What follows belongs to an exercise in optimizing a design on an open flow for small area; a production flow would make more cautious choices. Where RTL was checked, it was by simulation tests only, not by an equivalence proof against the original. Function not checked in run 1: the RTL went through the layout flow alone. Power figures rest on the tool's default switching activity, not on a simulated workload.

--- flow/design.v ---
module rgbi_capture (
    input  wire         clk,
    input  wire         rst,
    input  wire         cmd_valid,
    input  wire [31:0]  cmd_word,
    output reg          resp_valid,
    output reg  [31:0]  resp_word,
    input  wire [26:0]  sys_clk_hz,
    input  wire         csync,
    input  wire         pclk,
    input  wire [3:0]   rgbi,
    output reg          row_we,
    output wire [7:0]   row_idx,
    output reg  [255:0] row_data,
    output reg          frame_done,
    output reg  [31:0]  frame_count,
    output wire         cap_running,
    output wire         in_frame
);
    localparam [4:0] OP_START      = 5'h03;
    localparam [4:0] OP_STOP       = 5'h04;
    localparam [4:0] OP_SET_FREQ   = 5'h05;
    localparam [4:0] OP_SET_DIV    = 5'h06;
    localparam [4:0] OP_SET_SHX    = 5'h07;
    localparam [4:0] OP_SET_SHY    = 5'h08;
    localparam [4:0] OP_SET_DELAY  = 5'h09;
    localparam [4:0] OP_SET_SYNC   = 5'h0A;
    localparam [4:0] OP_SET_INV    = 5'h0B;
    localparam [4:0] OP_GET_FCOUNT = 5'h10;
    localparam [4:0] OP_GET_CONFIG = 5'h17;
    localparam [4:0] OP_GET_STATUS = 5'h18;
    localparam [3:0] R_ZERO   = 4'd0;
    localparam [3:0] R_FREQ   = 4'd2;
    localparam [3:0] R_NDIV   = 4'd3;
    localparam [3:0] R_SHX    = 4'd4;
    localparam [3:0] R_SHY    = 4'd5;
    localparam [3:0] R_DELAY  = 4'd6;
    localparam [3:0] R_SRC    = 4'd7;
    localparam [3:0] R_INV    = 4'd9;
    localparam [3:0] R_FCOUNT = 4'd10;
    localparam [3:0] R_STATUS = 4'd11;
    localparam [3:0] R_ONES   = 4'd12;
    reg [24:0] cfg_freq;
    reg [7:0]  cfg_ndiv;
    reg [9:0]  cfg_shx;
    reg [9:0]  cfg_shy;
    reg [9:0]  cfg_delay;
    reg        cfg_src;
    reg [4:0]  cfg_inv;
    reg [26:0] sdiff;        
    reg        fresh;        
    reg [3:0]  inv_col;
    reg        cap_run;
    reg        cap_state;
    reg        prev_act;
    reg [4:0]  plen;         
    reg        vs_fired;
    reg        vs_armed;
    reg [10:0] ycnt;         
    reg        anc;
    reg        prev_pclk;
    reg [9:0]  wcnt;         
    reg [27:0] err;          
    reg [10:0] xcnt;         
    wire act   = (csync == cfg_inv[4]);
    wire lead  = act & ~prev_act;
    wire trail = ~act & prev_act;
    wire ptran = pclk ^ prev_pclk;
    wire plen_max = &plen;
    wire vs_detect = act & ~lead & (&plen[4:1]) & ~vs_fired;
    wire armed_t   = vs_armed | (trail & ~plen_max);
    wire boundary  = vs_detect & (~cap_state | armed_t);
    wire complete  = boundary & cap_state;
    wire anc_b     = (lead | anc) & ~boundary;
    wire [9:0]  wcnt_l = lead ? cfg_delay : wcnt;
    wire        w_zero = (wcnt_l == 10'd0);
    wire [27:0] err_l  = lead ? {3'b111, ~cfg_freq} : err;
    wire        lt_f   = lead | (err[27] & ~(&err));    
    wire        self_due = w_zero & lt_f;
    wire        ext_zero = (wcnt == 10'd0);
    wire        ext_hit  = ptran & ~lead & ext_zero;
    wire        strobe   = anc_b & (cfg_src ? ext_hit : self_due);
    wire        ext_ev = ptran & ~lead & anc;
    wire        w_dec  = cfg_src ? ext_ev : ~w_zero;
    wire [9:0]  w_in   = (cfg_src & ext_zero) ? {2'b00, cfg_ndiv} : wcnt_l;
    wire [9:0]  w_bor;
    assign w_bor[0] = 1'b1;
    genvar gi;
    generate for (gi = 1; gi < 10; gi = gi + 1) begin : g_wdec
        assign w_bor[gi] = w_bor[gi-1] & ~w_in[gi-1];
    end endgenerate
    wire [9:0]  wcnt_n = w_dec ? (w_in ^ w_bor) : wcnt_l;
    wire [27:0] add_a = err_l;
    wire [27:0] add_b = lt_f ? {1'b0, sdiff} : {3'b111, ~cfg_freq};
    wire        add_c = ~lt_f;
    wire [27:0] err_sum;
    localparam LB = 13;
    reg  [LB-1:0] lo_s;
    reg           lo_c;
    integer li;
    always @* begin
        lo_c = add_c;
        for (li = 0; li < LB; li = li + 1) begin
            lo_s[li] = add_a[li] ^ add_b[li] ^ lo_c;
            lo_c = (add_a[li] & add_b[li]) | (lo_c & (add_a[li] ^ add_b[li]));
        end
    end
    assign err_sum = {add_a[27:LB] + add_b[27:LB] + {{(27-LB){1'b0}}, lo_c}, lo_s};
    wire [27:0] err_n  = w_zero ? err_sum : err_l;
    wire [10:0] xcnt_l = lead ? {1'b1, ~cfg_shx} : xcnt;
    wire        x_sat  = ~xcnt_l[10] & ((|xcnt_l[9:6]) | (&xcnt_l[5:0]));
    wire [10:0] xcnt_n = (strobe & ~x_sat) ? inc11(xcnt_l) : xcnt_l;
    wire        y_lo   = ~ycnt[10] & ~ycnt[9] & ~ycnt[8] & ~(&ycnt[7:4]);   
    wire        y_sat  = ~ycnt[10] & ~y_lo;
    wire        commit = strobe & ~lead & (xcnt == 11'd62) & cap_state & y_lo;
    wire [3:0]  pix = rgbi ^ inv_col;
    function [10:0] inc11(input [10:0] v);
        integer j;
        reg c;
        begin
            c = 1'b1;
            for (j = 0; j < 11; j = j + 1) begin
                inc11[j] = v[j] ^ c;
                c = c & v[j];
            end
        end
    endfunction
    reg [31:0] fc_inc;
    integer fj;
    reg fcc;
    always @* begin
        fcc = 1'b1;
        for (fj = 0; fj < 32; fj = fj + 1) begin
            fc_inc[fj] = frame_count[fj] ^ fcc;
            fcc = fcc & frame_count[fj];
        end
    end
    wire [4:0]  op  = cmd_word[31:27];
    wire [26:0] arg = cmd_word[26:0];
    wire [24:0] v_freq  = (arg < 27'd1000000)  ? 25'd1000000 :
                          (arg > 27'd20000000) ? 25'd20000000 : arg[24:0];
    wire [7:0]  v_ndiv  = (|arg[26:8]) ? 8'd255 : (arg[7:0] == 8'd0) ? 8'd1 : arg[7:0];
    wire [9:0]  v_shx   = (|arg[26:10]) ? 10'h3FF : arg[9:0];
    wire        v_src   = |arg;
    wire set_freq  = cmd_valid & (op == OP_SET_FREQ);
    wire set_ndiv  = cmd_valid & (op == OP_SET_DIV);
    wire set_shx   = cmd_valid & (op == OP_SET_SHX);
    wire set_shy   = cmd_valid & (op == OP_SET_SHY);
    wire set_delay = cmd_valid & (op == OP_SET_DELAY);
    wire set_src   = cmd_valid & (op == OP_SET_SYNC);
    wire set_inv   = cmd_valid & (op == OP_SET_INV);
    wire do_start  = cmd_valid & (op == OP_START);
    wire do_stop   = cmd_valid & (op == OP_STOP);
    wire is_set    = set_freq | set_ndiv | set_shx | set_shy | set_delay | set_src;
    wire restart   = do_start | (cap_run & (is_set | (set_inv & (arg[4] != cfg_inv[4]))));
    reg [3:0] rsel_n;
    always @* begin
        case (op)
            OP_SET_FREQ:   rsel_n = R_FREQ;
            OP_SET_DIV:    rsel_n = R_NDIV;
            OP_SET_SHX:    rsel_n = R_SHX;
            OP_SET_SHY:    rsel_n = R_SHY;
            OP_SET_DELAY:  rsel_n = R_DELAY;
            OP_SET_SYNC:   rsel_n = R_SRC;
            OP_SET_INV:    rsel_n = R_INV;
            OP_GET_FCOUNT: rsel_n = R_FCOUNT;
            OP_GET_CONFIG: begin
                case (arg[3:0])
                    4'd2, 4'd3, 4'd4, 4'd5, 4'd6, 4'd7, 4'd9,
                    4'd12, 4'd13, 4'd14, 4'd15:
                             rsel_n = arg[3:0];
                    default: rsel_n = R_ZERO;
                endcase
            end
            OP_GET_STATUS: rsel_n = R_STATUS;
            5'h19, 5'h1A, 5'h1B, 5'h1C, 5'h1D, 5'h1E, 5'h1F:
                           rsel_n = R_ONES;
            default:       rsel_n = R_ZERO;
        endcase
    end
    reg [9:0] rq;    
    always @(posedge clk) begin
        rq[0] <= (rsel_n == R_FREQ);
        rq[1] <= (rsel_n == R_NDIV);
        rq[2] <= (rsel_n == R_SHX);
        rq[3] <= (rsel_n == R_SHY);
        rq[4] <= (rsel_n == R_DELAY);
        rq[5] <= (rsel_n == R_SRC);
        rq[6] <= (rsel_n == R_INV);
        rq[7] <= (rsel_n == R_FCOUNT);
        rq[8] <= (rsel_n == R_STATUS);
        rq[9] <= rsel_n[3] & rsel_n[2];
    end
    always @* begin
        resp_word = ({32{rq[7]}} & frame_count)
                  | {32{rq[9]}}
                  | ({32{rq[0]}} & {7'd0, cfg_freq})
                  | ({32{rq[1]}} & {24'd0, cfg_ndiv})
                  | ({32{rq[2]}} & {22'd0, cfg_shx})
                  | ({32{rq[3]}} & {22'd0, cfg_shy})
                  | ({32{rq[4]}} & {22'd0, cfg_delay})
                  | ({32{rq[5]}} & {31'd0, cfg_src})
                  | ({32{rq[6]}} & {27'd0, cfg_inv})
                  | ({32{rq[8]}} & {28'd0, cap_run & cap_state, 1'b0, cap_run, 1'b0});
    end
    always @(posedge clk) begin
        if (rst) begin
            cfg_freq    <= 25'd1000000;
            cfg_ndiv    <= 8'd1;
            cfg_shx     <= 10'd0;
            cfg_shy     <= 10'd0;
            cfg_delay   <= 10'd0;
            cfg_src     <= 1'b0;
            cfg_inv     <= 5'd0;
            cap_run     <= 1'b0;
            frame_count <= 32'd0;
            frame_done  <= 1'b0;
            row_we      <= 1'b0;
            resp_valid  <= 1'b0;
        end else begin
            if (set_freq)  cfg_freq  <= v_freq;
            if (set_ndiv)  cfg_ndiv  <= v_ndiv;
            if (set_shx)   cfg_shx   <= v_shx;
            if (set_shy)   cfg_shy   <= v_shx;
            if (set_delay) cfg_delay <= v_shx;
            if (set_src)   cfg_src   <= v_src;
            if (set_inv)   cfg_inv   <= arg[4:0];
            if (cap_run & complete)
                frame_count <= fc_inc;
            frame_done <= cap_run & complete;
            row_we     <= cap_run & commit;
            resp_valid <= cmd_valid;
            if (do_stop)
                cap_run <= 1'b0;
            else if (restart)
                cap_run <= 1'b1;
        end
    end
    always @(posedge clk) begin
        prev_pclk <= pclk;
        plen      <= lead ? 5'd0 : (act & ~plen_max) ? (plen ^ {&plen[3:0], &plen[2:0], &plen[1:0], plen[0], 1'b1}) : plen;
        wcnt      <= wcnt_n;
        err       <= restart ? {1'b0, sys_clk_hz} : err_n;
        fresh     <= restart;
        if (fresh)
            sdiff <= err_sum[26:0];
        xcnt      <= xcnt_n;
        if (strobe)
            row_data <= {pix, row_data[255:4]};
        if (boundary)
            ycnt <= {1'b1, ~cfg_shy};
        else if (lead & cap_state & ~y_sat)
            ycnt <= inc11(ycnt);
        vs_armed <= boundary ? 1'b0 : armed_t;
        if (restart) begin
            inv_col    <= set_inv ? arg[3:0] : cfg_inv[3:0];
            cap_state  <= 1'b0;
            prev_act   <= 1'b1;
            vs_fired   <= 1'b1;
            anc        <= 1'b0;
        end else begin
            if (boundary) begin
                inv_col   <= cfg_inv[3:0];
                cap_state <= 1'b1;
            end
            prev_act <= act;
            vs_fired <= (vs_fired & ~lead) | vs_detect;
            anc      <= anc_b;
        end
    end
    assign row_idx     = ycnt[7:0];
    assign cap_running = cap_run;
    assign in_frame    = cap_run & cap_state;
endmodule
--- flow/config.mk ---
export PLATFORM = sky130hd
export DESIGN_NAME = rgbi_capture
export DESIGN_NICKNAME = rgbi_capture
export VERILOG_FILES = /design/flow/design.v
export SDC_FILE = /design/flow/constraint.sdc
export NUM_CORES = 4
export LEC_CHECK = 0
export CAP_MARGIN = 20
export CORE_MARGIN = 2
export CORE_UTILIZATION = 40
export SLEW_MARGIN = 20
--- flow/flow/run.sh ---
#!/bin/bash
# Layout flow: the standard ORFS flow (standard.sh: the standard yosys
# synthesis script, floorplan, power grid, placement, CTS, routing) with
# three settings changed:
#  - synthesis maps the logic with an area-oriented ABC script
#    (flow/abc_area.script) in place of ORFS's abc_speed.script; ORFS's
#    scripts are copied to orfs_scripts/ and only that file is replaced,
#    so the flip-flops and every other synthesis step are unchanged;
#  - each input and output port gets a buffer of the smallest buffer cell
#    (sky130_fd_sc_hd__buf_1) instead of the default choice;
#  - the clock tree is built from clkbuf_8 cells in clusters of at most
#    16 sinks, without dummy loads.
# make's output goes to flow_make.log in this folder; each ORFS step
# writes its own full log under orfs/logs/.
set -euo pipefail
rm -rf orfs_scripts
cp -r "$FLOW_HOME/scripts" orfs_scripts
cp flow/abc_area.script orfs_scripts/abc_speed.script
CTS="-sink_clustering_enable -repair_clock_nets -dont_use_dummy_load"
CTS="$CTS -buf_list {sky130_fd_sc_hd__clkbuf_8}"
CTS="$CTS -sink_clustering_size 16 -sink_clustering_max_diameter 100"
bash standard.sh \
    "SCRIPTS_DIR=$PWD/orfs_scripts" \
    "BUFFER_PORTS_ARGS=-buffer_cell sky130_fd_sc_hd__buf_1" \
    "CTS_ARGS=$CTS" \
    finish > flow_make.log 2>&1
--- flow/standard.sh ---
#!/bin/bash
# synth_recipe.tcl (not shown) runs the flow's synth.tcl, then flattens the netlist and writes it again
# the make line also repeats each setting of config.mk as NAME=value (left out here)
make -C /OpenROAD-flow-scripts/flow DESIGN_CONFIG=/design/flow/config.mk WORK_HOME=/design/flow/orfs CLKGATE_MAP_FILE= SYNTH_SCRIPT=/design/flow/synth_recipe.tcl "${@:-finish}"
--- flow/constraint.sdc ---
create_clock -name core_clock -period 10.0 [get_ports {clk}]
set_input_delay 2.0000 -clock core_clock [delete_from_list [all_inputs] [get_ports {clk}]]
set_output_delay 2.0000 -clock core_clock [all_outputs]
set_load 0.01 [all_outputs]
--- flow/flow/abc_area.script ---
&get -n
&st
&syn3
&dch -f
&nf -R 1000 -p
&st
&syn2
&if -g -K 6
&synch2
&nf -R 1000 -p
&st
&dch -f
&nf -R 1000 -p
&put
==> results of run 1 <==
[power groups by stage]
stage          Combinational [µW]  Sequential [µW]  Clock, µW
3_5_place_dp                 1010             2580          0
5_1_grt                      1130             2560       1010
3_3_place_gp                  984             2570          0
4_1_cts                      1010             2530        959
6_report                     1010             2530        914
2_1_floorplan                 628             2610          0
[per-stage QoR]
stage	worst slack (ps)	hold slack, ps	utilization, %	instances
2_1_floorplan	-528	429	-	1421
4_1_cts	558	438	47.3	2475
3_3_place_gp	24.7	429	46.2	2439
6_report	549	438	47.4	2475
5_1_grt	182	459	47.4	2475
3_5_place_dp	-76.2	432	46.3	2440
[sequential cells by signal (all words and copies together) (netlist names), 5 cells and up]
register / cells
plen: 5
ycnt: 11
wcnt: 10
xcnt: 11
cfg_freq: 25
row_data: 256
err: 28
rq: 10
cfg_shy: 10
frame_count: 32
cfg_shx: 10
cfg_delay: 10
cfg_inv: 5
cfg_ndiv: 8
sdiff: 27
[path summary, 6_finish.rpt]
path / startpoint / end / slack [ps] / cells past startpoint
worst max-delay path: csync / err[27]$_SDFF_PP0_ / 550 / 38
worst min register to register: row_data[118]$_DFFE_PP_ / row_data[114]$_DFFE_PP_ / 440 / 0
worst min-delay path: row_data[118]$_DFFE_PP_ / row_data[114]$_DFFE_PP_ / 440 / 0
worst max register to register: err[17]$_DFF_P_ / err[27]$_SDFF_PP0_ / 1550 / 40
[Yosys cell counts, types with 2 or more instances]
cell type / number / area, µm²
mux2i_1: 49 / 490
a22oi_1: 17 / 128
ha_1: 72 / 901
nand2b_1: 16 / 100
or4_1: 2 / 15.0
a21oi_1: 165 / 826
a222oi_1: 9 / 90.1
o21ai_0: 35 / 175
or4b_1: 2 / 20.0
and4_1: 2 / 17.5
buf_4: 8 / 60.1
o211ai_1: 5 / 37.5
and3_1: 8 / 50.1
or2_0: 4 / 25.0
nor3_1: 16 / 80.1
a221oi_1: 8 / 70.1
xor2_1: 10 / 87.6
dfxtp_1: 177 / 3540
nor2_1: 201 / 754
a211oi_1: 38 / 285
or3_1: 3 / 18.8
nor3b_1: 2 / 15.0
nor4_1: 11 / 68.8
a31oi_1: 7 / 43.8
o21bai_1: 7 / 52.6
a22o_1: 4 / 35.0
nand2_1: 111 / 417
nand3_1: 23 / 115
a21o_1: 10 / 75.1
mux2_1: 15 / 169
edfxtp_1: 297 / 8920
nand4_1: 9 / 56.3
and2_0: 4 / 25.0
a221o_1: 15 / 150
fa_1: 15 / 300
o21a_1: 4 / 30.0
clkinv_1: 13 / 48.8
nor2b_1: 7 / 43.8
xnor2_1: 13 / 114
[cell type report]
| cell class | instances | area [µm²] | area share (%) |
|---|---|---|---|
| clock buffers | 35 | 482 | 2.23 |
| multi-input cells | 926 | 6090 | 28.2 |
| inverters | 13 | 51.3 | 0.238 |
| flip-flops and latches | 474 | 12500 | 57.7 |
| repair buffers | 427 | 1750 | 8.12 |
| well taps | 600 | 751 | 3.48 |
[cells in the final DEF (no fill, tap or decap), types with 16 or more instances in the layout]
master / count
buf_4: 24
o21ai_0: 30
a22oi_1: 17
nand2b_1: 16
a211oi_1: 37
a21oi_1: 158
dfxtp_1: 177
mux2i_1: 49
edfxtp_1: 297
nand3_1: 23
nand2_1: 111
clkbuf_8: 35
ha_1: 72
buf_1: 399
nor2_1: 198
[layer usage]
metal | global-route usage, % | up-vias | share of wire, %
li1 | - | 6229 | -
met1 | 27.5 | 6534 | 43
met2 | 33.9 | 524 | 47
met3 | 4.34 | 85 | 7.9
met4 | 6.67 | 2 | 2.5
met5 | 0 | - | 0.025
[critical path: cells and delay by family]
kind	cells	cell delay, ps
and+or+nand+nor	9	720
adders and majority gates	15	5050
xor gates and xnor gates	3	500
AOI/OAI and AO/OA	7	1160
buffers and inverters	4	480
[kinds of logic after synthesis]
| kind of cell | Yosys count |
|---|---|
| flops | 474 |
| simple gates | 423 |
| compound gates | 329 |
| fa+ha+maj | 87 |
| mux | 64 |
| xor+xnor | 23 |
| buf+inv | 21 |
==> run summary, run 1 <==
total CTS buffers 35; largest stage delay on the critical path 390 ps; area growth from synthesis to layout 16.6%; Num Clock Sinks 474; nets 2032; worst slew pin tran 960 ps; Worst Setup Start Kind primary input; Critical Path End Type register; Filler cells 4124; #FFs+latches synth 474; XOR/XNOR share of the synthesized area 1.09%; Synth Area in Compound Gates 11.0%; Post-Syn Area 18500 µm²; row cnt 78; Main synth FF type edfxtp_1; # DRC 0; Synth Area in Simple Gates 9.94%; antenna-violating nets left 0; post-CTS setup buffers 0; sequential area share after synthesis 67.3%; DRT iter0 DRCs 1047; Post-CTS Resized 0; Max-cap violations 0; largest net degree at the start of global routing 126; share of cells above drive strength 1 5.23%; Worst VDD drop 0.121 mV; Final setup violation count 0; vias in the first global route 12400; TritonRoute pass-1 iters 7; hold-fix buffers at CTS 0; die width 219 µm; design area 21600 µm²; number of synthesis warnings 1; Max Freq 0.106 GHz; Worst-Skew Late Latency 610 ps; die area 48000 µm²; total power 4450 µW; P_sw 1340 µW; Pint 3110 µW; Worst Path Max Fanout 5; RD Place Congestion 0.878; Syn Inst Count 1421; Sum Neg Setup Slack 0 ps; Global Route Usage Sum 20.7%; Mapped Nets 1576; crit-path most repeated cell fa_2; Post-synth ARST share 0%; sw frac 30.2%; initial antenna violation count 1; Clock Pin Slew Worst Setup and Hold Paths 110 ps; post-synthesis mux area share 3.56%; Post-DP Area 21100 µm²; Avg Cell Area, Syn 13.0 µm²; HPWL Detailed 37900 µm; Post-synth EDFFs 297; clock skew 42.6 ps; clock power share 20.5%; Hold Fails Final Rpt 0; required time of the critical path 10480 ps; crit path DAT 9930 ps; outcome finished clean; port bufs 400; Routed WL 51900 µm; first-pass GRT wire length 75100 µm; fin. max-slew vios 0; part of the power in combinational logic 22.6%; Sequential Power Share 56.8%; Via-to-Cell Ratio 5.40; Leak 0.00746 µW; TritonCTS clock tree yes; Tmin final 9450 ps; largest family of logic cells by synthesized area compound AO/OA/AOI/OAI gates; Ports 401; Crit-path slowest cell fa_2; gr ovfl total 0; Yosys cell types 46; Crit Path Class in2reg; CTS root buffer clkbuf_8; core box area 45600 µm²; H-tree lvl count 2; Clock Path Buffers 3; PD cells 206 nW/µm²; via count 13400; post-DR wirelength/cell 21.0 µm; Slew headroom 35.8%; min-delay worst type reg2reg; Tcrit/Tclk final 94.5%; diodes inserted 0; Die Ht 219 µm; starting density of the core 40.6%; Synth Area in Adders 6.49%; RSZ-0062 raised after global routing false
==> run 2, diff against run 1 <==
--- a/flow/design.v
+++ b/flow/design.v
@@ -96,3 +96,3 @@
     wire [27:0] err_sum;
-    localparam LB = 13;
+    localparam LB = 11;
     reg  [LB-1:0] lo_s;
==> run 2 against run 1 <==
Against the previous run: maximum frequency is 5.7% higher; combinational power down 11%; total power shrank 5.0%; still clean on timing, DRC and antenna; critical endpoint is now err[26]$_DFF_P_; synthesized cell count increased by 1.7%; critical path depth shrank 6; design area fell by 0.40%.
==> run summary, run 2 <==
Sequential Power Share 57.2% (+0.4 points); Max Freq 0.112 GHz (+5.7%); H-tree lvl count 2 (unchanged); vias in the first global route 13000 (+5.3%); Ports 401 (unchanged); crit-path most repeated cell fa_2; Inst Count DP 2457 (+0.70%); hold wc startpoint row_data[247]$_DFFE_PP_; Top reg by flops row_data; via count 13300 (-0.19%); P_sw 1250 µW (-7.1%); top layer in use met4; Mapped Nets 1600 (+1.5%); sequential area share after synthesis 67.1% (-0.22 points); fin. max-slew vios 0 (unchanged); RSZ-0062 raised after global routing false; hold path depth 0 (unchanged); design area 21500 µm² (-0.40%); Hold Path Sink row_data[243]$_DFFE_PP_; Clock Pin Slew Worst Setup and Hold Paths 110 ps (about the same); Post-Syn Area 18600 µm² (+0.32%); sw frac 29.5% (-0.66 points); TritonRoute pass-1 iters 6 (-1); Reg area 12500 µm² (unchanged); R2R setup slack 2030 ps (+480 ps); Worst VDD drop 0.124 mV (+2.0%); die area 48200 µm² (+0.32%); Worst Setup Start Kind primary input; min-delay worst type reg2reg; Worst Path Max Fanout 9 (+4); post-DR wirelength/cell 20.6 µm (-1.6%); initial antenna violation count 1 (unchanged); DRT iter0 DRCs 983 (-6.1%); Syn Inst Count 1445 (+1.7%); Worst-Skew Late Latency 620 ps (about the same); Hold Fails Final Rpt 0 (unchanged); most frequent cells in the layout buf_1, edfxtp_1, nor2_1; largest net degree at the start of global routing 88 (-30%); Post-DP Area 21000 µm² (-0.37%); TritonCTS clock tree yes; worst slew pin tran 1120 ps (+157 ps); part of the power in combinational logic 21.2% (-1.4 points); Tmin final 8940 ps (-507 ps); Die Ht 219 µm (+0.16%); area growth from synthesis to layout 15.8%; Final setup violation count 0 (unchanged); Num Clock Sinks 474 (unchanged); met3 WL post-DR 4180 µm (+1.5%); most frequent cell after synthesis edfxtp_1; CTS root buffer clkbuf_8; HPWL Detailed 37600 µm (-0.98%); nets 2049 (+0.84%); multi-input logic area 6060 µm² (-0.53%); hold-fix buffers at CTS 0 (unchanged); Critical Path End Type register; core box area 45600 µm² (unchanged); top post-synthesis cells by area edfxtp_1, dfxtp_1, ha_1, nor2_1, a21oi_1; non-filler cells, final 2492 (+0.69%); port bufs 400 (unchanged); Global Route Usage Sum 20.7% (about the same); clock skew 68.0 ps (+25.4 ps); largest stage delay on the critical path 410 ps (+20 ps); share of cells above drive strength 1 4.02% (-1.2 points); Yosys cell types 51 (+11%); Post-synth ARST share 0% (unchanged); post-CTS setup buffers 0 (unchanged); die width 219 µm (+0.16%); R2R depth 31 (-23%); Tcrit/Tclk final 89.4% (-5.1 points); starting density of the core 40.8% (+0.13 points); required time of the critical path 10460 ps (-20 ps); Sum Neg Setup Slack 0 ps (unchanged); RR Endpoint err[26]$_DFF_P_; total power 4230 µW (-5.0%); met1 WL 20800 µm (-6.0%); Max-cap violations 0 (unchanged); Filler cells 4178 (+1.3%); most common cell after layout, fill and taps aside buf_1; r2r startpoint cfg_inv[4]$_SDFFE_PP0P_; Post-CTS Resized 0 (unchanged); clock power share 21.6% (+1.1 points); gr ovfl total 0 (unchanged); Routed WL 51400 µm (-0.92%); PD cells 197 nW/µm² (-4.6%); Yosys top cell area share 48.0% (-0.16 points); outcome finished clean; # DRC 0 (unchanged); Clock Path Buffers 3 (unchanged); diodes inserted 0 (unchanged); DR WL met2 24700 µm (+1.5%); max reg flops 256 (unchanged); Crit Path Class in2reg; Slew headroom 25.4% (-10 points); number of synthesis warnings 1 (unchanged); first-pass GRT wire length 76200 µm (+1.4%); Leak 0.00718 µW (-3.8%); Pint 2980 µW (-4.1%); Main synth FF type edfxtp_1; top flop regs row_data x256, frame_count x32, err x28; largest area contributor in the netlist edfxtp_1; #FFs+latches synth 474 (unchanged); Crit-path slowest cell fa_1; crit path DAT 9410 ps (-520 ps); Post-synth EDFFs 297 (unchanged); Post-synth top cells edfxtp_1, nor2_1, dfxtp_1; Via-to-Cell Ratio 5.36 (-0.87%); Avg Cell Area, Syn 12.9 µm² (-1.3%); total CTS buffers 35 (unchanged); row cnt 78 (unchanged); RD Place Congestion 0.901 (+2.6%); antenna-violating nets left 0 (unchanged)
==> run 2: per-layer routing <==
metal / vias up / GRT usage, %
met5: - / 0
met4: 0 / 7.39
met3: 100 / 4.73
met2: 575 / 35.0
met1: 6400 / 26.0
li1: 6274 / -
==> run 2: cell families (layout without fill, tap and decap cells) <==
family / after synthesis / after routing / synth area share [%]
AOI/OAI and AO/OA: 326 / 326 / 11.1
xor gates and xnor gates: 25 / 25 / 1.18
adders and majority gates: 87 / 87 / 6.39
buffers and inverters: 32 / 479 / 0.808
DFF: 474 / 474 / 67.1
muxes: 53 / 53 / 2.99
and+or+nand+nor: 448 / 448 / 10.5
==> run 2: worst max-delay path, delay by kind of cell <==
kind / cells / cell delay (ps)
and+or+nand+nor: 4 / 390
xor gates and xnor gates: 2 / 510
buffers and inverters: 4 / 340
adders and majority gates: 12 / 4000
AOI/OAI and AO/OA: 8 / 1580
muxes: 2 / 580
==> run 2: area by class of cell <==
| class | instances | share of cell area [%] |
|---|---|---|
| Timing Repair Buffer | 420 | 7.72 |
| Clock buffer | 35 | 2.24 |
| Sequential cell | 474 | 58.0 |
| Multi-Input combinational cell | 939 | 28.2 |
| Tap cell | 600 | 3.49 |
| Inverter | 24 | 0.419 |
==> run 2: power groups by stage <==
stage                     Clock, µW  Sequential [µW]  Combinational [µW]
after floorplan                   0             2480                 602
after global placement            0             2460                 866
after detailed placement          0             2470                 899
after CTS                       953             2420                 903
after global routing           1010             2440                1020
final                           913             2420                 896
==> run 2: worst max path at each step <==
stage	slack, ps	end	from	cells past startpoint
global placement	660	err[26]$_DFF_P_	csync	32
finish	1060	err[26]$_DFF_P_	csync	32
floorplan	5	err[27]$_SDFF_PP0_	csync	35
global route	740	err[26]$_DFF_P_	csync	32
CTS	1090	err[26]$_DFF_P_	csync	32
detailed placement	480	err[26]$_DFF_P_	csync	32
==> run 2: through the flow <==
| step | utilization [%] | hold WS, ps | worst slack, ps |
|---|---|---|---|
| finish | 47.2 | 425 | 1060 |
| detailed placement | 46.1 | 431 | 481 |
| global route | 47.2 | 451 | 740 |
| global placement | 46.1 | 431 | 655 |
| CTS | 47.2 | 423 | 1090 |
| floorplan | - | 417 | 4.78 |
==> run 3, diff against run 2 <==
--- a/flow/config.mk
+++ b/flow/config.mk
@@ -9,3 +9,4 @@
 export CORE_MARGIN = 2
-export CORE_UTILIZATION = 40
+export CORE_UTILIZATION = 60
+export GPL_TIMING_DRIVEN = 0
 export SLEW_MARGIN = 20
==> run 3 against run 2 <==
Against the previous run: routed wire length down 6.5%; worst setup slack worse by 620 ps; sequential share of layout area down 0.40 points; sequential cell count unchanged; still clean; maximum frequency down 6.5%; worst hold slack better by 17 ps; via count up 1.0%; die area down 33%; largest power group unchanged; non-clock buffer count up 17; global-route usage up 8.4 points.
==> run summary, run 3 <==
outcome finished clean; Avg Cell Area, Syn 12.9 µm² (unchanged); fin. max-slew vios 0 (unchanged); Syn Inst Count 1445 (unchanged); area growth from synthesis to layout 16.6%; Yosys cell types 51 (unchanged); Ports 401 (unchanged); Place WS -173 ps (-654 ps); Tmin final 9570 ps (+624 ps); clock skew 44.6 ps (-23.4 ps); max reg flops 256 (unchanged); RSZ-0062 raised after global routing false; H-tree lvl count 2 (unchanged); Via-to-Cell Ratio 5.85 (+9.2%); Synth Area in Simple Gates 10.5% (unchanged); Clock Path Buffers 3 (unchanged); TritonCTS clock tree yes; post-DR wirelength/cell 20.9 µm (+1.1%); Filler cells 2268 (-46%); Routed WL 48100 µm (-6.5%); die area 32400 µm² (-33%); Mapped Nets 1600 (unchanged); Hold Fails Final Rpt 0 (unchanged); RD Place Congestion 0.900 (-0.11%); most common cell after layout, fill and taps aside buf_1; Post-synth top cells edfxtp_1, nor2_1, dfxtp_1; Clock Pin Slew Worst Setup and Hold Paths 110 ps (about the same); #FFs+latches synth 474 (unchanged); sequential area share after synthesis 67.1% (unchanged); TritonRoute pass-1 iters 6 (unchanged); Worst Setup Start Kind primary input; Crit-path slowest cell nor2_4; Leak 0.00736 µW (+2.5%); Worst VDD drop 0.0908 mV (-27%); largest net degree at the start of global routing 34 (-61%); min-delay worst type reg2reg; starting density of the core 60.9% (+20 points); diodes inserted 0 (unchanged); Post-synth EDFFs 297 (unchanged); vias in the first global route 12800 (-1.9%); share of cells above drive strength 1 5.19% (+1.2 points); Yosys top cell area share 48.0% (unchanged); XOR/XNOR share of the synthesized area 1.18% (unchanged); top post-synthesis cells by area edfxtp_1, dfxtp_1, ha_1, nor2_1, a21oi_1; required time of the critical path 10460 ps (about the same); gr ovfl total 0 (unchanged); most frequent cells in the layout buf_1, edfxtp_1, nor2_1; crit-path most repeated cell fa_2; hold-fix buffers at CTS 0 (unchanged); Synth Area in Adders 6.39% (unchanged); Top reg by flops row_data; Num Clock Sinks 474 (unchanged); largest family of logic cells by synthesized area compound AO/OA/AOI/OAI gates; nets 2066 (+0.83%); row cnt 64 (-18%); CTS root buffer clkbuf_8; first-pass GRT wire length 73700 µm (-3.2%); core box area 30500 µm² (-33%); antenna-violating nets left 0 (unchanged); Main synth FF type edfxtp_1; number of synthesis warnings 1 (unchanged); Final setup violation count 0 (unchanged); initial antenna violation count 0 (-1); Max-cap violations 0 (unchanged); die width 180 µm (-18%); port bufs 400 (unchanged); worst slew pin tran 1050 ps (-67.0 ps); Sum Neg Setup Slack 0 ps (unchanged); PD cells 196 nW/µm² (-0.60%); most frequent cell after synthesis edfxtp_1; via count 13500 (+1.0%); multi-input logic area 6070 µm² (+0.23%); Post-Syn Area 18600 µm² (unchanged); HPWL Detailed 36000 µm (-4.3%); PnR worst setup slack 432 ps (-624 ps); Reg area 12500 µm² (about the same); Synth Area in Compound Gates 11.1% (unchanged); Crit Path Class in2reg; Die Ht 180 µm (-18%); total CTS buffers 35 (unchanged); crit path DAT 10030 ps (+620 ps); Worst-Skew Late Latency 550 ps (-70 ps); largest stage delay on the critical path 610 ps (+200 ps); # DRC 0 (unchanged); top flop regs row_data x256, frame_count x32, err x28; Tcrit/Tclk final 95.7% (+6.2 points); Worst Path Max Fanout 33 (+24); DRT iter0 DRCs 1019 (+3.7%); post-synthesis mux area share 2.99% (unchanged); largest area contributor in the netlist edfxtp_1; non-filler cells, final 2305 (-7.5%); Slew headroom 29.9% (+4.5 points); Critical Path End Type register; Global Route Usage Sum 29.1% (+8.4 points); Max Freq 0.105 GHz (-6.5%); Inst Count DP 2269 (-7.7%); Post-synth ARST share 0% (unchanged)
## run 3: cells by family after synthesis
group                      count (synthesis)
DFF                                      474
and+or+nand+nor                          448
AOI/OAI and AO/OA                        326
adders and majority gates                 87
muxes                                     53
buffers and inverters                     32
xor gates and xnor gates                  25
## run 3: power breakdown
group	internal, µW	leakage, µW	switching [µW]	total [µW]
Clock	317	0.000252	564	881
Sequential	2320	0.00400	107	2420
Combinational	380	0.00311	552	932
## run 3: layout make-up
cell class / count / area share [%]
multi-input combinational: 939 / 28.0
sequential: 474 / 57.6
tap: 396 / 2.29
inverter: 24 / 0.416
clock buffer: 35 / 2.22
timing repair buffer: 429 / 9.21
buffer: 8 / 0.277
## run 3: what timing repair did
action / CTS / global route
setup endpoints to repair: 0 / 2
gates resized for setup: 0 / 1
hold endpoints to repair: 0 / 0
buffers inserted: 0 / 0
## run 3: metal layers
| metal | global-route usage, % | wire length (µm) | part of all wire (%) |
|---|---|---|---|
| met5 | 0 | 0 | 0 |
| met3 | 5.67 | 3750 | 7.8 |
| met2 | 47.4 | 22700 | 47 |
| met1 | 39.7 | 20000 | 42 |
| met4 | 9.50 | 1550 | 3.2 |
## run 3: path summary, 6_finish.rpt
check | from | to | slack (ps) | cells past startpoint
max reg2reg | cfg_inv[4]$_SDFFE_PP0P_ | err[26]$_DFF_P_ | 1430 | 32
min reg2reg | row_data[39]$_DFFE_PP_ | row_data[35]$_DFFE_PP_ | 440 | 0
max | csync | err[26]$_DFF_P_ | 430 | 33
min | row_data[39]$_DFFE_PP_ | row_data[35]$_DFFE_PP_ | 440 | 0
## run 3: critical path: cells and delay by family
kind            cells  cell delay [ps]
fa+ha+maj          12             3920
compound gates      8             1550
buf+inv             6              820
simple gates        3              770
mux                 2              560
xor+xnor            2              340
## run 3: through the flow
stage / power [µW] / util [%] / area, µm² / hold WS (ps)
after floorplan: 3080 / - / 18600 / 417
after global placement: 3320 / 67.6 / 20600 / 426
after detailed placement: 3390 / 69.3 / 21100 / 430
after CTS: 4260 / 70.9 / 21600 / 442
after global routing: 4470 / 71.0 / 21700 / 455
final: 4230 / 71.0 / 21700 / 442
==> run 4, diff against run 3 <==
--- a/flow/design.v
+++ b/flow/design.v
@@ -75,3 +75,3 @@
     wire [9:0]  wcnt_l = lead ? cfg_delay : wcnt;
-    wire        w_zero = (wcnt_l == 10'd0);
+    wire        w_zero = lead ? (cfg_delay == 10'd0) : (wcnt == 10'd0);
     wire [27:0] err_l  = lead ? {3'b111, ~cfg_freq} : err;
@@ -93,4 +93,5 @@
     wire [27:0] add_a = err_l;
-    wire [27:0] add_b = lt_f ? {1'b0, sdiff} : {3'b111, ~cfg_freq};
-    wire        add_c = ~lt_f;
+    wire        w_go  = w_zero | fresh;
+    wire [27:0] add_b = ~w_go ? 28'd0 : lt_f ? {1'b0, sdiff} : {3'b111, ~cfg_freq};
+    wire        add_c = w_go & ~lt_f;
     wire [27:0] err_sum;
@@ -108,3 +109,3 @@
     assign err_sum = {add_a[27:LB] + add_b[27:LB] + {{(27-LB){1'b0}}, lo_c}, lo_s};
-    wire [27:0] err_n  = w_zero ? err_sum : err_l;
+    wire [27:0] err_n  = err_sum;
     wire [10:0] xcnt_l = lead ? {1'b1, ~cfg_shx} : xcnt;
--- a/flow/config.mk
+++ b/flow/config.mk
@@ -9,4 +9,3 @@
 export CORE_MARGIN = 2
-export CORE_UTILIZATION = 60
-export GPL_TIMING_DRIVEN = 0
+export CORE_UTILIZATION = 40
 export SLEW_MARGIN = 20
==> run 4 against run 3 <==
Against the previous run: largest power group unchanged; highest routed layer unchanged; area after synthesis decreased by 0.76%; still clean; global-route usage decreased by 8.5 points; routed wire length increased by 6.5%; count of clock-buffer cells in the layout unchanged; utilization decreased by 24 points; largest cell class unchanged; register-to-register slack improved by 860 ps.
==> run summary, run 4 <==
Yosys top cell area share 48.4% (+0.37 points); # DRC 0 (unchanged); max reg flops 256 (unchanged); initial antenna violation count 1 (+1); post-CTS setup buffers 0 (unchanged); Ports 401 (unchanged); r2r startpoint cfg_inv[4]$_SDFFE_PP0P_; non-filler cells, final 2425 (+5.2%); largest net degree at the start of global routing 125 (+270%); RSZ-0062 raised after global routing false; met3 WL post-DR 3810 µm (+1.7%); HPWL Detailed 38000 µm (+5.6%); via count 13000 (-3.7%); Clock Pin Slew Worst Setup and Hold Paths 110 ps (about the same); Worst Path Max Fanout 9 (-73%); most common cell after layout, fill and taps aside buf_1; number of synthesis warnings 1 (unchanged); Global Route Usage Sum 20.6% (-8.5 points); largest stage delay on the critical path 370 ps (-240 ps); hold path depth 0 (unchanged); #FFs+latches synth 474 (unchanged); Crit-path slowest cell fa_2; Die Ht 219 µm (+22%); core box area 45500 µm² (+49%); Worst VDD drop 0.115 mV (+27%); sequential area share after synthesis 67.6% (+0.51 points); top layer in use met4; top post-synthesis cells by area edfxtp_1, dfxtp_1, ha_1, a21oi_1, nor2_1; die width 219 µm (+22%); Inst Count DP 2389 (+5.3%); TritonRoute pass-1 iters 7 (+1); DR WL met2 24600 µm (+8.1%); Top reg by flops row_data; first-pass GRT wire length 74600 µm (+1.2%); multi-input logic area 6010 µm² (-0.99%); nets 1981 (-4.1%); Worst-Skew Late Latency 600 ps (+50 ps); Routed WL 51200 µm (+6.5%); starting density of the core 40.5% (-20 points); min-delay worst type reg2reg; met1 WL 21200 µm (+5.9%); crit path DAT 9270 ps (-760 ps); fin. max-slew vios 0 (unchanged); Critical Path End Type register; PD cells 205 nW/µm² (+5.0%); RR Endpoint err[25]$_DFF_P_; Reg area 12500 µm² (about the same); RD Place Congestion 0.885 (-1.6%); largest area contributor in the netlist edfxtp_1; area growth from synthesis to layout 16.0%; clock skew 34.7 ps (-9.86 ps); R2R depth 30 (-6.3%); Synth Area in Simple Gates 9.38% (-1.1 points); crit-path most repeated cell fa_2; row cnt 78 (+22%); TritonCTS clock tree yes; most frequent cells in the layout buf_1, edfxtp_1, dfxtp_1; Final Util 47.0% (-24 points); hold wc startpoint row_data[167]$_DFFE_PP_; delay-heaviest family, CP adder cells; Tcrit/Tclk final 87.8% (-7.9 points); most frequent cell after synthesis edfxtp_1; Max-cap violations 0 (unchanged); Tmin final 8780 ps (-791 ps); CP Depth 31 (-6.1%); Hold Path Sink row_data[163]$_DFFE_PP_; Post-CTS Resized 0 (unchanged); Synth Area in Compound Gates 11.2% (+0.11 points); die area 47800 µm² (+48%); vias in the first global route 12200 (-4.6%); Slew headroom 29.0% (-0.93 points); Final setup violation count 0 (unchanged); CP Launch Point csync; DRT iter0 DRCs 1115 (+9.4%); Via-to-Cell Ratio 5.36 (-8.5%); port bufs 400 (unchanged); Max Freq 0.114 GHz (+9.0%); gr ovfl total 0 (unchanged); Hold Fails Final Rpt 0 (unchanged); Synth Area in Adders 6.44% (+0.049 points); antenna-violating nets left 0 (unchanged); Worst Setup Start Kind primary input; Post-synth top cells edfxtp_1, dfxtp_1, nor2_1; Post-synth EDFFs 297 (unchanged); outcome finished clean; Mapped Nets 1534 (-4.1%); post-DR wirelength/cell 21.1 µm (+1.3%); Num Clock Sinks 474 (unchanged); largest family of logic cells by synthesized area compound AO/OA/AOI/OAI gates; Clock Path Buffers 3 (unchanged); Yosys cell types 53 (+3.9%); Avg Cell Area, Syn 13.4 µm² (+4.0%); Post-Syn Area 18400 µm² (-0.76%); CTS root buffer clkbuf_8; share of cells above drive strength 1 4.55% (-0.64 points); Syn Inst Count 1379 (-4.6%); XOR/XNOR share of the synthesized area 1.24% (+0.057 points); top flop regs row_data x256, frame_count x32, err x28; required time of the critical path 10490 ps (+30 ps); H-tree lvl count 2 (unchanged); Hold Slack 451 ps (+8.84 ps); worst slew pin tran 1060 ps (+12.9 ps); Filler cells 4151 (+83%); R2R setup slack 2290 ps (+860 ps); CP Buf/Inv Count 2 (-4); post-synthesis mux area share 3.69% (+0.69 points); Leak 0.00738 µW (+0.25%); total CTS buffers 35 (unchanged); hold-fix buffers at CTS 0 (unchanged); Main synth FF type edfxtp_1; Post-synth ARST share 0% (unchanged); Crit Path Class in2reg
## run 4: worst max path at each step
stage / slack (ps) / to
2_1_floorplan: -610 / err[25]$_DFF_P_
3_3_place_gp: 670 / err[25]$_DFF_P_
3_5_place_dp: 580 / err[25]$_DFF_P_
4_1_cts: 1240 / err[25]$_DFF_P_
5_1_grt: 900 / err[25]$_DFF_P_
6_report: 1220 / err[25]$_DFF_P_
## run 4: worst register-to-register path: cells and delay by family, from the launching register on
| kind | cells | cell delay (ps) |
|---|---|---|
| fa+ha+maj | 13 | 4400 |
| simple gates | 10 | 1440 |
| flops | 1 | 510 |
| xor+xnor | 2 | 470 |
| compound gates | 3 | 450 |
| mux | 1 | 280 |
| buf+inv | 1 | 70 |
## run 4: layout make-up
type                            instances  share of cell area [%]
Inverter                                7                   0.123
Multi-Input combinational cell        890                    28.1
Clock buffer                           35                    2.25
Antenna cell                            1                  0.0117
Tap cell                              600                    3.51
Timing Repair Buffer                  418                    7.73
Sequential cell                       474                    58.3
## run 4: logic make-up (layout without fill, tap and decap cells)
family	Yosys count	count (layout)
mux	63	63
simple gates	386	386
fa+ha+maj	87	87
buf+inv	15	460
other cells	0	1
flops	474	474
compound gates	328	328
xor+xnor	26	26
## run 4: power by group
group / switching [µW] / internal, µW / leakage, µW
Sequential: 144 / 2420 / 0.00420
Clock: 590 / 317 / 0.000252
Combinational: 567 / 358 / 0.00292
Total: 1300 / 3090 / 0.00738
## run 4: routing by layer
| metal | track usage [%] | vias up |
|---|---|---|
| met5 | 0 | - |
| met4 | 7.25 | 0 |
| met3 | 4.12 | 88 |
| met2 | 33.9 | 525 |
| met1 | 26.9 | 6275 |
| li1 | - | 6103 |
## run 4: through the flow
step           TNS, ps  setup WS [ps]  area (µm²)  power, µW
2_1_floorplan    -7250           -608       18500       3190
3_3_place_gp         0            669       20900       3500
3_5_place_dp         0            585       20900       3540
4_1_cts              0           1240       21400       4440
5_1_grt              0            902       21400       4630
6_report             0           1220       21400       4390
==> run 5, diff against run 4 <==
--- a/flow/design.v
+++ b/flow/design.v
@@ -84,5 +84,5 @@
     wire        w_dec  = cfg_src ? ext_ev : ~w_zero;
-    wire [9:0]  w_in   = (cfg_src & ext_zero) ? {2'b00, cfg_ndiv} : wcnt_l;
+    wire [9:0]  w_in   = (cfg_src & ext_zero & ext_ev) ? {2'b00, cfg_ndiv} : wcnt_l;
     wire [9:0]  w_bor;
-    assign w_bor[0] = 1'b1;
+    assign w_bor[0] = w_dec;
     genvar gi;
@@ -91,3 +91,3 @@
     end endgenerate
-    wire [9:0]  wcnt_n = w_dec ? (w_in ^ w_bor) : wcnt_l;
+    wire [9:0]  wcnt_n = w_in ^ w_bor;
     wire [27:0] add_a = err_l;
@@ -112,3 +112,3 @@
     wire        x_sat  = ~xcnt_l[10] & ((|xcnt_l[9:6]) | (&xcnt_l[5:0]));
-    wire [10:0] xcnt_n = (strobe & ~x_sat) ? inc11(xcnt_l) : xcnt_l;
+    wire [10:0] xcnt_n = inc11c(xcnt_l, strobe & ~x_sat);
     wire        y_lo   = ~ycnt[10] & ~ycnt[9] & ~ycnt[8] & ~(&ycnt[7:4]);   
@@ -117,2 +117,13 @@
     wire [3:0]  pix = rgbi ^ inv_col;
+    function [10:0] inc11c(input [10:0] v, input ci);
+        integer j;
+        reg c;
+        begin
+            c = ci;
+            for (j = 0; j < 11; j = j + 1) begin
+                inc11c[j] = v[j] ^ c;
+                c = c & v[j];
+            end
+        end
+    endfunction
     function [10:0] inc11(input [10:0] v);
@@ -132,3 +143,3 @@
     always @* begin
-        fcc = 1'b1;
+        fcc = cap_run & complete;
         for (fj = 0; fj < 32; fj = fj + 1) begin
@@ -228,4 +239,3 @@
             if (set_inv)   cfg_inv   <= arg[4:0];
-            if (cap_run & complete)
-                frame_count <= fc_inc;
+            frame_count <= fc_inc;
             frame_done <= cap_run & complete;
@@ -241,3 +251,3 @@
         prev_pclk <= pclk;
-        plen      <= lead ? 5'd0 : (act & ~plen_max) ? (plen ^ {&plen[3:0], &plen[2:0], &plen[1:0], plen[0], 1'b1}) : plen;
+        plen      <= lead ? 5'd0 : (plen ^ ({&plen[3:0], &plen[2:0], &plen[1:0], plen[0], 1'b1} & {5{act & ~plen_max}}));
         wcnt      <= wcnt_n;
@@ -250,6 +260,3 @@
             row_data <= {pix, row_data[255:4]};
-        if (boundary)
-            ycnt <= {1'b1, ~cfg_shy};
-        else if (lead & cap_state & ~y_sat)
-            ycnt <= inc11(ycnt);
+        ycnt <= boundary ? {1'b1, ~cfg_shy} : inc11c(ycnt, lead & cap_state & ~y_sat);
         vs_armed <= boundary ? 1'b0 : armed_t;
--- a/flow/config.mk
+++ b/flow/config.mk
@@ -9,3 +9,3 @@
 export CORE_MARGIN = 2
-export CORE_UTILIZATION = 40
+export CORE_UTILIZATION = 55
 export SLEW_MARGIN = 20
==> run 5 against run 4 <==
Against the previous run: synthesized cell count decreased by 6.2%; sequential cell count did not move; routed wire length down 14%; worst hold slack worse by 1.6 ps; clock power decreased by 3.2%; die area down 29%; utilization rose by 18 points; first-iteration DRC count shrank 18%; still clean; register-to-register slack worse by 490 ps; total power is 8.6% lower.
==> run summary, run 5 <==
Worst-Skew Late Latency 570 ps (-30 ps); Avg Cell Area, Syn 13.8 µm² (+3.1%); Post-CTS Resized 0 (unchanged); # DRC 0 (unchanged); RR Endpoint err[24]$_DFF_P_; hold wc startpoint row_data[243]$_DFFE_PP_; Mapped Nets 1449 (-5.5%); Crit Path Class in2reg; #FFs+latches synth 474 (unchanged); Hold Fails Final Rpt 0 (unchanged); Hold Path Sink row_data[239]$_DFFE_PP_; RD Place Congestion 0.897 (+1.4%); Post-synth ARST share 0% (unchanged); die width 184 µm (-16%); R2R setup slack 1800 ps (-490 ps); Critical Path End Type register; delay-heaviest family, CP adder cells; initial antenna violation count 0 (-1); DRT iter0 DRCs 910 (-18%); Post-Syn Area 17800 µm² (-3.3%); crit-path most repeated cell fa_1; sequential area share after synthesis 69.4% (+1.7 points); top post-synthesis cells by area edfxtp_1, dfxtp_1, ha_1, nor2_1, a21oi_1; PD cells 196 nW/µm² (-4.7%); top flop regs row_data x256, frame_count x32, err x28; starting density of the core 56.2% (+16 points); post-CTS setup buffers 0 (unchanged); Tmin final 9270 ps (+495 ps); hold path depth 0 (unchanged); Place WS 180 ps (-404 ps); worst slew pin tran 1050 ps (-12.0 ps); CP Buf/Inv Count 2 (unchanged); H-tree lvl count 2 (unchanged); CTS root buffer clkbuf_8; Syn Inst Count 1293 (-6.2%); nets 1896 (-4.3%); area growth from synthesis to layout 15.0%; Max Freq 0.108 GHz (-5.3%); Yosys top cell area share 48.4% (about the same); crit path DAT 9710 ps (+440 ps); die area 33900 µm² (-29%); outcome finished clean; hold-fix buffers at CTS 0 (unchanged); clock skew 29.2 ps (-5.51 ps); TritonRoute pass-1 iters 7 (unchanged); Filler cells 2564 (-38%); most frequent cells in the layout buf_1, edfxtp_1, nor2_1; Via-to-Cell Ratio 5.71 (+6.7%); post-DR wirelength/cell 20.5 µm (-2.7%); most frequent cell after synthesis edfxtp_1; port bufs 400 (unchanged); largest area contributor in the netlist edfxtp_1; largest net degree at the start of global routing 166 (+33%); Clock Path Buffers 3 (unchanged); largest stage delay on the critical path 400 ps (+30 ps); Die Ht 184 µm (-16%); gr ovfl total 0 (unchanged); share of cells above drive strength 1 4.09% (-0.47 points); Reg area 12400 µm² (-0.81%); Clock Pin Slew Worst Setup and Hold Paths 90 ps (-20 ps); R2R depth 31 (+3.3%); first-pass GRT wire length 65500 µm (-12%); Worst Setup Start Kind primary input; Crit-path slowest cell fa_1; diodes inserted 0 (-1); Main synth FF type edfxtp_1; Final setup violation count 0 (unchanged); RSZ-0062 raised after global routing false; Worst Path Max Fanout 4 (-5); HPWL Detailed 32100 µm (-16%); vias in the first global route 11300 (-6.8%); via count 12200 (-5.9%); antenna-violating nets left 0 (unchanged); PnR worst setup slack 728 ps (-495 ps); Max-cap violations 0 (unchanged); total power 4010 µW (-8.6%); Top reg by flops row_data; max reg flops 256 (unchanged); min-delay worst type reg2reg; Num Clock Sinks 474 (unchanged); Post-synth EDFFs 287 (-3.4%); r2r startpoint cfg_inv[4]$_SDFFE_PP0P_; Leak 0.00712 µW (-3.5%); fin. max-slew vios 0 (unchanged); Ports 401 (unchanged); most common cell after layout, fill and taps aside buf_1; number of synthesis warnings 1 (unchanged); Worst VDD drop 0.118 mV (+2.3%); row cnt 65 (-17%); Tcrit/Tclk final 92.7% (+5.0 points); multi-input logic area 5410 µm² (-10%); Yosys cell types 46 (-13%); total CTS buffers 35 (unchanged); Global Route Usage Sum 25.3% (+4.7 points); Final Util 64.6% (+18 points); core box area 31700 µm² (-30%); Routed WL 44000 µm (-14%); Post-synth top cells edfxtp_1, nor2_1, dfxtp_1; required time of the critical path 10440 ps (-50 ps); TritonCTS clock tree yes; Slew headroom 29.9% (+0.87 points)
-- run 5: cell families after synthesis --
group | Yosys count | synth area share, %
buffers and inverters | 27 | 0.737
xor gates and xnor gates | 27 | 1.33
adders and majority gates | 88 | 6.68
muxes | 38 | 2.35
AOI/OAI and AO/OA | 279 | 10.2
DFF | 474 | 69.4
and+or+nand+nor | 360 | 9.37
-- run 5: cell type report --
class	count	area share, %
sequential	474	60.3
multi-input combinational	792	26.4
timing repair buffer	418	8.11
tap	402	2.45
clock buffer	35	2.35
inverter	19	0.385
-- run 5: metal layers --
layer  track usage [%]  part of all wire, %  vias up
li1                  -                    -     5735
met1              35.7                   43     5903
met2              40.8                   47      530
met3              4.48                  8.2       62
met4              6.53                  2.3        0
met5                 0                    0        -
-- run 5: stage by stage --
step | instances | hold slack, ps | area, µm² | setup TNS [ps]
final | 2140 | 449 | 20500 | 0
after global routing | 2140 | 459 | 20500 | 0
after CTS | 2139 | 447 | 20500 | 0
after detailed placement | 2104 | 429 | 20000 | 0
after global placement | 2104 | 429 | 20000 | 0
after floorplan | 1293 | 428 | 17900 | -30.1
-- run 5: how the worst max path moves through the flow --
stage          start               to  slack, ps  cells past startpoint
2_1_floorplan  csync  err[24]$_DFF_P_        -30                     28
3_3_place_gp   csync  err[24]$_DFF_P_        350                     31
3_5_place_dp   csync  err[24]$_DFF_P_        180                     32
4_1_cts        csync  err[24]$_DFF_P_        770                     32
5_1_grt        csync  err[24]$_DFF_P_        280                     32
6_report       csync  err[24]$_DFF_P_        730                     32
-- run 5: where the power goes --
part           leakage (µW)  switching, µW  internal (µW)  total, µW
Combinational       0.00287            426            277        703
Clock              0.000252            561            317        878
Sequential          0.00400            114           2320       2430
==> run 6, diff against run 5 <==
--- a/flow/config.mk
+++ b/flow/config.mk
@@ -9,3 +9,3 @@
 export CORE_MARGIN = 2
-export CORE_UTILIZATION = 55
+export CORE_UTILIZATION = 65
 export SLEW_MARGIN = 20
==> run 6 against run 5 <==
Against the previous run: still clean on timing, DRC and antenna; non-clock buffer count did not move; first-iteration DRC count rose by 39%; utilization rose by 11 points; clock skew rose by 40 ps; register-to-register slack got worse by 260 ps; design area fell by 0.48%; maximum frequency fell by 2.9%; global-route usage rose by 3.3 points; sequential power barely moved; clock power fell by 0.8%; routed wire length fell by 3.6%; largest cell class unchanged; highest routed layer unchanged.
==> run summary, run 6 <==
outcome finished clean; Mapped Nets 1449 (unchanged); Clock Path Buffers 3 (unchanged); Routed WL 42400 µm (-3.6%); largest area contributor in the netlist edfxtp_1; required time of the critical path 10430 ps (about the same); antenna-violating nets left 0 (unchanged); design area 20400 µm² (-0.48%); first-pass GRT wire length 62900 µm (-4.0%); post-DR wirelength/cell 20.4 µm (-0.84%); worst slew pin tran 1080 ps (+27.6 ps); RSZ-0062 raised after global routing false; Tmin final 9550 ps (+275 ps); Yosys top cell area share 48.4% (unchanged); die area 28800 µm² (-15%); PD cells 196 nW/µm² (+0.31%); Via-to-Cell Ratio 5.93 (+3.8%); clock power share 21.8% (about the same); clock skew 69.3 ps (+40.1 ps); Final Util 75.7% (+11 points); Ports 401 (unchanged); initial antenna violation count 1 (+1); hold-fix buffers at CTS 0 (unchanged); top flop regs row_data x256, frame_count x32, err x28; Yosys cell types 46 (unchanged); top post-synthesis cells by area edfxtp_1, dfxtp_1, ha_1, nor2_1, a21oi_1; CTS root buffer clkbuf_8; port bufs 400 (unchanged); Worst VDD drop 0.137 mV (+16%); #FFs+latches synth 474 (unchanged); Global Route Usage Sum 28.5% (+3.3 points); Post-synth EDFFs 287 (unchanged); Crit-path slowest cell fa_1; Final setup violation count 0 (unchanged); Tcrit/Tclk final 95.5% (+2.7 points); largest net degree at the start of global routing 119 (-28%); crit path DAT 9980 ps (+270 ps); Worst Setup Start Kind primary input; nets 1896 (unchanged); gr ovfl total 0 (unchanged); Post-Syn Area 17800 µm² (unchanged); Worst-Skew Late Latency 570 ps (about the same); Slew headroom 27.6% (-2.3 points); sequential area share after synthesis 69.4% (unchanged); starting density of the core 66.1% (+9.9 points); Post-CTS Resized 0 (unchanged); share of cells above drive strength 1 4.09% (unchanged); sw frac 27.4% (-0.083 points); TritonCTS clock tree yes; R2R setup slack 1540 ps (-260 ps); Pint 2910 µW (about the same); Sum Neg Setup Slack 0 ps (unchanged); Syn Inst Count 1293 (unchanged); DRT iter0 DRCs 1266 (+39%); Post-synth ARST share 0% (unchanged); Post-DP Area 19900 µm² (-0.34%); area growth from synthesis to layout 14.5%; vias in the first global route 11200 (-1.1%); Max Freq 0.105 GHz (-2.9%); Post-synth top cells edfxtp_1, nor2_1, dfxtp_1; Sequential Power Share 60.7% (about the same); fin. max-slew vios 0 (unchanged); most frequent cell after synthesis edfxtp_1; TritonRoute pass-1 iters 6 (-1); Critical Path End Type register; part of the power in combinational logic 17.6% (about the same); HPWL Detailed 30600 µm (-4.4%); Clock Pin Slew Worst Setup and Hold Paths 110 ps (+20 ps); Crit Path Class in2reg; Num Clock Sinks 474 (unchanged); post-CTS setup buffers 0 (unchanged); crit-path most repeated cell fa_1; core box area 27000 µm² (-15%); Main synth FF type edfxtp_1; Max-cap violations 0 (unchanged); die width 170 µm (-7.8%); max reg flops 256 (unchanged); most common cell after layout, fill and taps aside buf_1; P_sw 1100 µW (-0.47%); # DRC 0 (unchanged); total CTS buffers 35 (unchanged); min-delay worst type reg2reg; Worst Path Max Fanout 10 (+6); H-tree lvl count 2 (unchanged); Leak 0.00711 µW (about the same); row cnt 60 (-7.7%); via count 12300 (+0.88%); Die Ht 170 µm (-7.8%); Top reg by flops row_data; most frequent cells in the layout buf_1, edfxtp_1, nor2_1; number of synthesis warnings 1 (unchanged); RD Place Congestion 0.965 (+7.5%); Avg Cell Area, Syn 13.8 µm² (unchanged); Hold Fails Final Rpt 0 (unchanged); largest stage delay on the critical path 420 ps (+20 ps)
[run 6: cell counts after synthesis]
No cell type changed its count.
[run 6: kinds of logic (layout without fill, tap and decap cells)]
family	after synthesis	count (layout)	synth area share, %
DFF	474	474	69.4
and+or+nand+nor	360	360	9.37
AOI/OAI and AO/OA	279	279	10.2
adders and majority gates	88	88	6.68
muxes	38	38	2.35
xor gates and xnor gates	27	27	1.33
buffers and inverters	27	472	0.737
other	0	1	0
[run 6: area by class of cell]
type | instances | area [µm²]
Clock buffer | 35 | 482
Timing Repair Buffer | 418 | 1640
Inverter | 19 | 78.8
Antenna cell | 1 | 2.50
Fill cell | 1836 | 6550
Multi-Input combinational cell | 792 | 5410
Tap cell | 341 | 427
Sequential cell | 474 | 12400
[run 6: power by group through the flow]
stage               combinational [µW]  clock, µW  sequential, µW
floorplan                          448          0            2490
global placement                   670          0            2470
detailed placement                 702          0            2470
CTS                                702        894            2430
global route                       787        953            2450
finish                             703        871            2430
[run 6: per-stage QoR]
stage	worst slack (ps)	power [µW]	cells	hold slack [ps]
final	454	4010	2080	444
after global routing	139	4190	2080	446
after detailed placement	-4.91	3170	2044	429
after global placement	238	3140	2044	427
after CTS	562	4030	2079	445
after floorplan	-30.1	2940	1293	428
[run 6: final timing paths]
check / startpoint / end / cells past startpoint
max: csync / err[24]$_DFF_P_ / 32
min: row_data[112]$_DFFE_PP_ / row_data[108]$_DFFE_PP_ / 0
max reg2reg: cfg_inv[4]$_SDFFE_PP0P_ / err[24]$_DFF_P_ / 31
min reg2reg: row_data[112]$_DFFE_PP_ / row_data[108]$_DFFE_PP_ / 0
[run 6: critical path, delay by kind of cell]
| kind | cells | cell delay [ps] |
|---|---|---|
| AOI/OAI and AO/OA | 7 | 1140 |
| xor gates and xnor gates | 2 | 380 |
| adders and majority gates | 12 | 4630 |
| buffers and inverters | 2 | 210 |
| muxes | 1 | 280 |
| and+or+nand+nor | 8 | 1310 |
[run 6: metal layers]
| metal | vias up | track usage (%) | wire length [µm] |
|---|---|---|---|
| met5 | - | 0 | 0 |
| li1 | 5731 | - | - |
| met4 | 0 | 8.77 | 1110 |
| met1 | 5914 | 40.2 | 17400 |
| met3 | 69 | 5.32 | 3700 |
| met2 | 624 | 45.7 | 20100 |
==> run 7, diff against run 6 <==
--- a/flow/config.mk
+++ b/flow/config.mk
@@ -9,3 +9,3 @@
 export CORE_MARGIN = 2
-export CORE_UTILIZATION = 65
+export CORE_UTILIZATION = 40
 export SLEW_MARGIN = 20
==> run 7 against run 6 <==
Against the previous run: register-to-register slack better by 130 ps; design area grew 1.7%; global-route usage decreased by 9.4 points; area after synthesis stayed put; worst setup slack better by 200 ps; clock power up 3.0%; first-iteration DRC count is 32% lower; die area rose by 61%; total power grew 0.65%; via count down 1.7%; sequential share of layout area is 0.99 points lower; non-clock buffer count is the same; highest routed layer unchanged.
==> run summary, run 7 <==
diodes inserted 0 (-1); starting density of the core 40.4% (-26 points); Main synth FF type edfxtp_1; number of synthesis warnings 1 (unchanged); Sum Neg Setup Slack 0 ps (unchanged); HPWL Detailed 33200 µm (+8.4%); Max Freq 0.107 GHz (+2.1%); core box area 44100 µm² (+64%); RSZ-0062 raised after global routing false; Yosys cell types 46 (unchanged); Global Route Usage Sum 19.1% (-9.4 points); largest stage delay on the critical path 400 ps (-20 ps); # DRC 0 (unchanged); Worst Setup Start Kind primary input; Max-cap violations 0 (unchanged); Post-synth ARST share 0% (unchanged); die area 46300 µm² (+61%); Leak 0.00712 µW (+0.10%); crit path DAT 9820 ps (-160 ps); Yosys top cell area share 48.4% (unchanged); port bufs 400 (unchanged); first-pass GRT wire length 68300 µm (+8.7%); Worst-Skew Late Latency 610 ps (+40 ps); Inst Count DP 2294 (+12%); Post-synth top cells edfxtp_1, nor2_1, dfxtp_1; total power 4030 µW (+0.65%); gr ovfl total 0 (unchanged); initial antenna violation count 0 (-1); Ports 401 (unchanged); RD Place Congestion 0.932 (-3.4%); outcome finished clean; post-DR wirelength/cell 19.5 µm (-4.1%); Worst Path Max Fanout 10 (unchanged); Routed WL 45500 µm (+7.4%); clock skew 56.0 ps (-13.3 ps); Worst VDD drop 0.132 mV (-3.1%); TritonCTS clock tree yes; Clock Path Buffers 3 (unchanged); antenna-violating nets left 0 (unchanged); DRT iter0 DRCs 863 (-32%); R2R setup slack 1670 ps (+130 ps); max reg flops 256 (unchanged); most frequent cell after synthesis edfxtp_1; via count 12100 (-1.7%); post-CTS setup buffers 0 (unchanged); Slew headroom 33.0% (+5.5 points); crit-path most repeated cell fa_1; Hold Slack 450 ps (+5.51 ps); hold-fix buffers at CTS 0 (unchanged); largest net degree at the start of global routing 163 (+37%); top flop regs row_data x256, frame_count x32, err x28; Post-CTS Resized 0 (unchanged); Top reg by flops row_data; min-delay worst type reg2reg; Post-Syn Area 17800 µm² (unchanged); row cnt 77 (+28%); top post-synthesis cells by area edfxtp_1, dfxtp_1, ha_1, nor2_1, a21oi_1; nets 1896 (unchanged); multi-input logic area 5420 µm² (about the same); Crit Path Class in2reg; non-filler cells, final 2330 (+12%); Mapped Nets 1449 (unchanged); Final setup violation count 0 (unchanged); Tcrit/Tclk final 93.5% (-2.0 points); share of cells above drive strength 1 4.14% (+0.058 points); Num Clock Sinks 474 (unchanged); Hold Fails Final Rpt 0 (unchanged); most common cell after layout, fill and taps aside buf_1; sequential area share after synthesis 69.4% (unchanged); total CTS buffers 35 (unchanged); area growth from synthesis to layout 16.4%; Tmin final 9350 ps (-196 ps); #FFs+latches synth 474 (unchanged); required time of the critical path 10470 ps (+40 ps); TritonRoute pass-1 iters 6 (unchanged); Via-to-Cell Ratio 5.21 (-12%); CTS root buffer clkbuf_8; H-tree lvl count 2 (unchanged); Die Ht 215 µm (+27%); Crit-path slowest cell fa_1; Critical Path End Type register; Syn Inst Count 1293 (unchanged); Filler cells 4080 (+120%); most frequent cells in the layout buf_1, edfxtp_1, nor2_1; Avg Cell Area, Syn 13.8 µm² (unchanged); die width 215 µm (+27%); largest area contributor in the netlist edfxtp_1; Final Util 47.0% (-29 points); Reg area 12400 µm² (unchanged); fin. max-slew vios 0 (unchanged); Post-synth EDFFs 287 (unchanged); vias in the first global route 11600 (+3.6%); Clock Pin Slew Worst Setup and Hold Paths 110 ps (about the same); worst slew pin tran 1000 ps (-75.3 ps); PD cells 194 nW/µm² (-1.0%)
-- run 7: final timing paths --
check	cells past startpoint	from	endpoint
setup / recovery	32	csync	err[24]$_DFF_P_
hold / removal	0	row_data[23]$_DFFE_PP_	row_data[19]$_DFFE_PP_
setup reg to reg	31	cfg_inv[4]$_SDFFE_PP0P_	err[24]$_DFF_P_
hold reg to reg	0	row_data[23]$_DFFE_PP_	row_data[19]$_DFFE_PP_
-- run 7: per-layer routing --
| metal | GRT usage (%) | up-vias | wire length (µm) |
|---|---|---|---|
| met2 | 30.4 | 440 | 21100 |
| met4 | 5.61 | 0 | 1040 |
| met3 | 3.77 | 59 | 3100 |
| li1 | - | 5725 | - |
| met1 | 26.6 | 5906 | 20300 |
| met5 | 0 | - | 0 |
-- run 7: cell type report --
| cell class | count | share of cell area, % |
|---|---|---|
| Clock buffer | 35 | 2.32 |
| Inverter | 19 | 0.380 |
| Multi-Input combinational cell | 792 | 26.1 |
| Sequential cell | 474 | 59.6 |
| Tap cell | 592 | 3.57 |
| Timing Repair Buffer | 418 | 8.01 |
-- run 7: per-stage QoR --
step / instance area, µm² / worst slack, ps
floorplan: 17900 / -30.1
global placement: 20200 / 215
detailed placement: 20200 / 55.5
CTS: 20700 / 704
global route: 20700 / 199
finish: 20700 / 650
-- run 7: power breakdown --
group	leakage, µW	switching, µW	internal (µW)
logic	0.00287	428	276
clock network	0.000252	580	317
registers	0.00400	114	2320
-- run 7: cell families (layout without fill, tap and decap cells) --
family                     count (synthesis)  in the layout  share of synthesized area, %
DFF                                      474            474                          69.4
xor gates and xnor gates                  27             27                          1.33
AOI/OAI and AO/OA                        279            279                          10.2
muxes                                     38             38                          2.35
and+or+nand+nor                          360            360                          9.37
adders and majority gates                 88             88                          6.68
buffers and inverters                     27            472                         0.737
-- run 7: critical path: cells and delay by family --
kind,cells,cell delay [ps]
compound gates,7,1070
xor+xnor,2,380
fa+ha+maj,12,4600
buf+inv,2,210
mux,1,280
simple gates,8,1250

port drivers added, routing unchanged:
In the flow no input, the clock included, has a driving cell. The finished layouts below were timed again as built, in two steps. Step 1 sets driving cells, clkbuf_16 on the clock port and buf_2 on the other inputs (assumed; they add their load-dependent delay and slew). Step 2, shift: input delay + t, output delay - t, t = (earliest + latest rising clock arrival at the registers) / 2. This alone moves slack from input paths to output paths. Three values: no drivers, after step 1, after step 2; two values: the first two.
run	t (ns)	slack for setup (ns)	worst setup path after step 2	latest minus earliest clock arrival (ns)	worst register clock-pin slew, ns
run 1	0.643	0.549 / 0.569 / -0.074	input to register	0.044 / 0.043	0.11 / 0.11
run 2	0.631	1.056 / 1.030 / 0.399	input to register	0.069 / 0.069	0.11 / 0.11
run 3	0.578	0.432 / 0.425 / -0.153	input to register	0.052 / 0.052	0.11 / 0.11
run 4	0.635	1.224 / 1.201 / 0.567	input to register	0.036 / 0.035	0.11 / 0.11
run 5	0.603	0.728 / 0.758 / 0.155	input to register	0.030 / 0.031	0.11 / 0.11
run 6	0.589	0.454 / 0.481 / -0.108	input to register	0.077 / 0.077	0.11 / 0.11
run 7	0.634	0.650 / 0.676 / 0.042	input to register	0.058 / 0.058	0.11 / 0.11
With both steps, setup timing fails in run 1, run 3 and run 6, where it was met with ideal ports.
